Source: an optimization exercise on an open RTL-to-GDS flow (aim: small area, a short achievable clock period and few clock cycles per item). Production flows keep margins and buffers that such runs may drop. In this exercise RTL edits were held to simulation tests only and were not proved equivalent to the original.

==> flow/design.v <==
module cvdsp_env (
    input  wire        clk,
    input  wire        rst,           
    input  wire        start,
    input  wire        trig,          
    input  wire        cvmod,         
    input  wire [31:0] now,           
    input  wire [7:0]  att_pot,
    input  wire [7:0]  dec_pot,
    input  wire [7:0]  shape_pot,
    input  wire [31:0] cv,            
    input  wire [31:0] cfg_tmin,      
    input  wire [31:0] cfg_tmax,      
    input  wire [12:0] cfg_dz,        
    output reg         done,
    output reg  [13:0] out_mv,        
    output reg         eoc,
    output reg  [1:0]  env_stage,     
    output reg  [15:0] env_value,     
    output reg  [31:0] env_start,
    output reg  [31:0] env_dur
);
    localparam [1:0] ST_IDLE   = 2'd0;
    localparam [1:0] ST_ATTACK = 2'd1;
    localparam [1:0] ST_DECAY  = 2'd2;
    localparam [4:0] S_WAIT   = 5'd0,
                     S_EL     = 5'd1,    
                     S_DIV    = 5'd2,    
                     S_XY     = 5'd3,    
                     S_VAL    = 5'd4,    
                     S_OUT    = 5'd5,    
                     S_ELDONE = 5'd6,    
                     S_AC1    = 5'd7,    
                     S_T1     = 5'd8,    
                     S_CVD    = 5'd9,    
                     S_CVE    = 5'd10,
                     S_SQ1    = 5'd11,
                     S_SQ2    = 5'd12,
                     S_SPAN   = 5'd13,
                     S_SPANN  = 5'd14,
                     S_SPANN2 = 5'd15,
                     S_P1     = 5'd16,
                     S_P2     = 5'd17,
                     S_P3     = 5'd18,
                     S_P4     = 5'd19,
                     S_CV1    = 5'd20,
                     S_CV2    = 5'd21,
                     S_CV3    = 5'd22,
                     S_CV4    = 5'd23,
                     S_CV5    = 5'd24,
                     S_CV6    = 5'd25,
                     S_CL1    = 5'd26,
                     S_CL2    = 5'd27,
                     S_FINT   = 5'd28,
                     S_FINAC  = 5'd29;
    function [15:0] u8q;
        input [7:0] v;
        begin
            u8q = {1'b0, v, 7'd0} + {8'd0, ({1'b0, v} + 9'd1) >> 1};
        end
    endfunction
    reg  [4:0]  state;
    reg  [2:0]  cnt;
    reg         r_cvm, r_neg, r_pos, r_lt, r_gt, r_ac, r_frac;
    reg  [32:0] R;
    reg  [15:0] Q;
    reg  [15:0] S;
    reg         c_cvd, c_first, c_xy, c_val;    
    reg  [31:0] TMIN, TMAX;
    wire signed [31:0] cv_s   = env_dur;
    wire        cv_neg = cv_s[31];
    wire        cv_big = cv_neg ? (cv_s < -32'sd5000) : (cv_s > 32'sd5000);
    wire [13:0] cv_abs = cv_neg ? (14'd0 - cv_s[13:0]) : cv_s[13:0];
    wire [13:0] cv_mag = cv_big ? 14'd5000 : cv_abs;
    wire [14:0] cv_t   = {1'b0, cv_mag} - {2'b00, out_mv[12:0]};
    wire        cv_act = ~cv_t[14] & (cv_t != 15'd0);       
    wire        cv_above = cv_act & ~cv_neg;
    wire        cv_below = cv_act & cv_neg;
    wire [14:0] cv_num = cv_t;
    wire [12:0] cv_den = 13'd5000 - out_mv[12:0];
    localparam [2:0] B_START = 3'd0, B_DUR = 3'd1, B_TMIN = 3'd2, B_TMAX = 3'd3,
                     B_DEN = 3'd4, B_Q = 3'd5;
    reg  [2:0]  bsel;
    reg         inv, cin, zx;
    reg  [31:0] B;
    always @(*) begin
        case (bsel)
            B_START: B = env_start;
            B_DUR:   B = env_dur;
            B_TMIN:  B = TMIN;
            B_TMAX:  B = TMAX;
            B_DEN:   B = {19'd0, cv_den};
            default: B = {16'd0, Q};
        endcase
    end
    wire        xnow = (state == S_WAIT);                 
    wire [32:0] ax   = xnow ? {1'b0, now} : (zx ? 33'd0 : R);
    wire [33:0] alu  = {1'b0, ax} + ({2'b0, B} ^ {34{inv}}) + {33'd0, cin};
    wire [31:0] D    = c_cvd ? {19'd0, cv_den} : env_dur;
    wire [33:0] d1   = {1'b0, R} - {2'b0, D};
    wire        sel1 = ~d1[33];
    wire [31:0] r1   = sel1 ? d1[31:0] : R[31:0];
    wire [33:0] d2   = {1'b0, r1, 1'b0} - {2'b0, D};
    wire        sel2 = ~d2[33];
    wire [31:0] r2   = sel2 ? d2[31:0] : {r1[30:0], 1'b0};
    wire [32:0] rdiv = {r2, 1'b0};
    wire [14:0] x   = Q[14:0];
    wire        dec = (env_stage == ST_DECAY);
    wire [15:0] zsel = dec ? (16'd32768 - {1'b0, x}) : {1'b0, x};
    wire [15:0] zw   = zsel - env_value;
    wire [31:0] mc = c_xy  ? ({17'd0, x} + 32'd32767) :      
                     c_val ? {1'b0, zw, {15{dec}}} : 32'd0;
    wire [31:0] M  = env_value * S + mc;
    wire [15:0] uq = u8q((state == S_AC1) ? S[15:8] : (state == S_XY) ? out_mv[7:0] : S[7:0]);
    always @(*) begin
        bsel = B_DUR; inv = 1'b1; cin = 1'b1; zx = 1'b0;
        case (state)
            S_WAIT:   begin bsel = B_START; end
            S_ELDONE: begin bsel = B_START; inv = 1'b0; cin = 1'b0; end
            S_AC1, S_T1, S_CVE:
                      begin bsel = B_TMAX; inv = 1'b0; cin = 1'b0; zx = 1'b1; end
            S_SPAN:   begin bsel = B_TMIN; end
            S_SPANN:  begin bsel = B_TMIN; inv = 1'b0; cin = 1'b0; zx = 1'b1; end
            S_SPANN2: begin bsel = B_TMAX; end
            S_P3:     begin bsel = B_Q; inv = r_neg; cin = r_neg; end
            S_P4:     begin bsel = B_TMIN; inv = 1'b0; cin = r_neg; end
            S_CV4:    begin bsel = B_Q; inv = 1'b0; cin = 1'b0; end
            S_CV6:    begin bsel = B_DUR; inv = 1'b0; cin = r_pos; end
            S_CL1:    begin bsel = B_TMIN; end
            S_CL2:    begin bsel = B_TMAX; cin = 1'b0; end
            S_CVD:    begin bsel = B_DEN; end
            default:  ;
        endcase
    end
    always @(posedge clk) begin
        if (rst) begin
            state     <= S_WAIT;
            done      <= 1'b0;
            out_mv    <= 14'd0;
            eoc       <= 1'b0;
            env_stage <= ST_IDLE;
            env_value <= 16'd0;
            env_start <= 32'd0;
            env_dur   <= 32'd0;
            c_cvd     <= 1'b0; c_first <= 1'b0; c_xy <= 1'b0; c_val <= 1'b0;
            cnt       <= 3'd0;
        end else begin
            done <= 1'b0;
            c_cvd <= 1'b0; c_first <= 1'b0; c_xy <= 1'b0; c_val <= 1'b0;
            case (state)
            S_WAIT: begin
                if (start) begin
                    TMIN  <= cfg_tmin;
                    TMAX  <= cfg_tmax;
                    r_cvm <= cvmod;
                    eoc   <= 1'b0;
                    S     <= {dec_pot, trig ? att_pot : ~shape_pot};
                    if (trig) begin
                        env_start <= now;
                        env_dur   <= cv;
                        out_mv    <= {1'b0, cfg_dz};
                        state     <= S_T1;
                    end else if (env_stage == ST_IDLE) begin
                        env_value <= 16'd0;
                        out_mv    <= 14'd0;
                        done      <= 1'b1;
                    end else begin
                        R     <= {1'b0, alu[31:0]};          
                        out_mv <= {6'd0, ~shape_pot};        
                        cnt   <= 3'd0;
                        state <= S_DIV; c_first <= 1'b1;
                    end
                end
            end
            S_DIV: begin
                if (c_first && sel1) begin
                    state <= S_ELDONE;           
                end else begin
                    R   <= rdiv;
                    Q   <= {Q[13:0], sel1, sel2};
                    cnt <= cnt + 3'd1;
                    if (cnt == 3'd7) begin
                        env_value <= {1'b0, Q[12:0], sel1, sel2};
                        S         <= {1'b0, ~{Q[12:0], sel1, sel2}};
                        state     <= S_XY; c_xy <= 1'b1;
                    end
                end
            end
            S_XY: begin
                env_value <= M[30:15];           
                S         <= uq;                 
                state     <= S_VAL; c_val <= 1'b1;
            end
            S_VAL: begin
                env_value <= M[30:15];           
                S         <= 16'd10000;
                state     <= S_OUT;
            end
            S_OUT: begin
                out_mv <= M[28:15];
                done   <= 1'b1;
                state  <= S_WAIT;
            end
            S_ELDONE: begin
                if (env_stage == ST_DECAY) begin
                    env_value <= 16'd0;
                    out_mv    <= 14'd0;
                    env_stage <= ST_IDLE;
                    eoc       <= 1'b1;
                    done      <= 1'b1;
                    state     <= S_WAIT;
                end else begin
                    R     <= {1'b0, alu[31:0]};   
                    state <= S_AC1;
                end
            end
            S_AC1: begin
                env_start <= R[31:0];
                S         <= uq;                 
                env_value <= uq;
                R         <= alu[32:0];          
                r_cvm     <= 1'b0;
                r_ac      <= 1'b1;
                r_frac    <= 1'b0;
                r_lt      <= 1'b0;
                r_gt      <= 1'b0;
                state     <= S_SQ1;
            end
            S_T1: begin
                S         <= uq;
                env_value <= uq;
                r_lt      <= 1'b0;
                r_gt      <= 1'b0;
                r_pos     <= cv_above;
                r_ac      <= 1'b0;
                r_frac    <= r_cvm && (cv_above || cv_below);
                if (r_cvm && (cv_above || cv_below)) begin
                    R     <= {18'd0, cv_num};
                    cnt   <= 3'd0;
                    state <= S_CVD; c_cvd <= 1'b1;
                end else begin
                    R     <= alu[32:0];          
                    state <= S_SQ1;
                end
            end
            S_CVD: begin
                R   <= rdiv;
                Q   <= {Q[13:0], sel1, sel2};
                cnt <= cnt + 3'd1;
                if (cnt == 3'd0) env_value <= M[30:15];    
                if (cnt == 3'd1) env_value <= M[30:15];    
                c_cvd <= (cnt != 3'd7);
                if (cnt == 3'd7) state <= S_CVE;
            end
            S_CVE: begin
                env_dur <= {16'd0, Q};           
                R     <= alu[32:0];              
                state <= S_SPAN;
            end
            S_SQ1: begin
                env_value <= M[30:15];
                state     <= S_SQ2;
            end
            S_SQ2: begin
                env_value <= M[30:15];
                state     <= S_SPAN;
            end
            S_SPAN: begin
                r_neg <= alu[33];
                if (alu[33]) begin
                    state <= S_SPANN;
                end else begin
                    R     <= alu[32:0];
                    S     <= alu[15:0];
                    state <= S_P1;
                end
            end
            S_SPANN: begin
                R     <= alu[32:0];              
                state <= S_SPANN2;
            end
            S_SPANN2: begin
                R     <= alu[32:0];              
                S     <= alu[15:0];
                state <= S_P1;
            end
            S_P1: begin
                Q     <= M[30:15];
                S     <= R[31:16];
                state <= S_P2;
            end
            S_P2: begin
                R     <= {1'b0, M[30:0], 1'b0} ^ {33{r_neg}};
                state <= S_P3;
            end
            S_P3: begin
                R     <= alu[32:0];
                state <= S_P4;
            end
            S_P4: begin
                R <= {1'b0, alu[31:0]};          
                if (r_ac)        state <= S_FINAC;
                else if (r_frac) state <= S_CV1;
                else if (r_cvm)  state <= S_CL1;
                else             state <= S_FINT;
            end
            S_CV1: begin
                env_dur   <= R[31:0];            
                env_value <= env_dur[15:0];      
                S         <= R[15:0];
                state     <= S_CV2;
            end
            S_CV2: begin
                Q     <= M[30:15];
                S     <= R[31:16];
                state <= S_CV3;
            end
            S_CV3: begin
                R     <= {1'b0, M[30:0], 1'b0};
                state <= S_CV4;
            end
            S_CV4: begin
                R     <= alu[32:0];              
                state <= S_CV5;
            end
            S_CV5: begin
                if (r_pos) R <= ~{1'b0, R[32:1]};
                state <= S_CV6;
            end
            S_CV6: begin
                R     <= alu[32:0];              
                state <= S_CL1;
            end
            S_CL1: begin
                r_lt  <= alu[33];                
                state <= S_CL2;
            end
            S_CL2: begin
                r_gt  <= ~alu[33];               
                state <= S_FINT;
            end
            S_FINT: begin
                env_dur   <= r_lt ? TMIN : r_gt ? TMAX : R[31:0];
                env_stage <= ST_ATTACK;
                env_value <= 16'd0;
                out_mv    <= 14'd0;
                done      <= 1'b1;
                state     <= S_WAIT;
            end
            S_FINAC: begin
                env_dur   <= R[31:0];
                env_stage <= ST_DECAY;
                env_value <= 16'd32768;
                out_mv    <= 14'd10000;
                done      <= 1'b1;
                state     <= S_WAIT;
            end
            default: state <= S_WAIT;
            endcase
        end
    end
endmodule
clock: 18.0 ns
lec_check: 0
cap_margin: 20
core_margin: 2
core_utilization: 40
place_density: 0.6
slew_margin: 20
standard.sh (not shown) runs the stock make flow with config.mk's settings and CLKGATE_MAP_FILE= SYNTH_SCRIPT=/design/flow/synth_recipe.tcl, a recipe that flattens the netlist after the stock synthesis.
==> flow/flow/run.sh <==
#!/bin/bash
set -euo pipefail
export SETUP_SLACK_MARGIN=11
export BUFFER_PORTS_ARGS="-buffer_cell sky130_fd_sc_hd__buf_1"
bash standard.sh > standard.log 2>&1
The baseline finished clean.
Testbench counts at the start, summed over its fixed seeds: cycles 128,102, ticks 12,000.
Then changed:
--- a/flow/design.v
+++ b/flow/design.v
@@ -106,11 +106,11 @@
     wire [32:0] rdiv = {r2, 1'b0};
     wire [14:0] x   = Q[14:0];
     wire        dec = (env_stage == ST_DECAY);
-    wire [15:0] zsel = dec ? (16'd32768 - {1'b0, x}) : {1'b0, x};
-    wire [15:0] zw   = zsel - env_value;
-    wire [31:0] mc = c_xy  ? ({17'd0, x} + 32'd32767) :      
-                     c_val ? {1'b0, zw, {15{dec}}} : 32'd0;
-    wire [31:0] M  = env_value * S + mc;
+    wire [14:0] xa    = x ^ {15{dec}};
+    wire [31:0] row_a = c_xy ? {17'd0, x} : c_val ? {2'b00, xa, 15'd0} : 32'd0;
+    wire [31:0] row_b = c_val ? {1'b1, ~env_value, 15'd0} : 32'd0;
+    wire [31:0] row_k = c_xy ? 32'd32767 : c_val ? (dec ? 32'd98303 : 32'd32768) : 32'd0;
+    wire [31:0] M  = env_value * S + row_a + row_b + row_k;
     wire [15:0] uq = u8q((state == S_AC1) ? S[15:8] : (state == S_XY) ? out_mv[7:0] : S[7:0]);
     always @(*) begin
         bsel = B_DUR; inv = 1'b1; cin = 1'b1; zx = 1'b0;
The changed run finished with timing, DRC and antenna clean.
Cell count stays flat.
Setup slack degrades by 0.087 ns.
Clock skew fell by 0.0063 ns.
Synthesized cell count went up slightly.
Area after synthesis came out higher slightly.
Sequential cell count does not change.
Routed wire length shrinks slightly.
Sequential share of layout area grows by 0.26 points.
Testbench counts after the change, summed over its fixed seeds: cycles 128,102, ticks 12,000.

## port drivers added, routing unchanged
How much do the figures lean on ideal ports? The routed layouts below were timed once more, with nothing changed but the port constraints.
Step 1 sets driving cells, clkbuf_16 on the clock port and buf_2 on the other inputs (assumed; they add their load-dependent delay and slew).
Step 2 times the ports against the registers' clock, not the clock port: input delays grow and output delays shrink by t, the midpoint of the rising clock arrivals with the driver on.
Three values: ideal, step 1, step 2; two values: the first two.
| run | t, ns | setup WS [ns] | worst register clock-pin slew, ns | cell pins on the clock port's net |
|---|---|---|---|---|
| the first run | 0.641 | 10.992 / 11.035 / 10.393 | 0.07 / 0.07 | 1 |
| the second run | 0.643 | 10.905 / 10.946 / 10.303 | 0.06 / 0.06 | 1 |
After both steps every run listed still meets setup and hold. The setup slack of the second run, which loses most, moves by +0.041 ns with the drivers and by -0.602 ns with both steps.
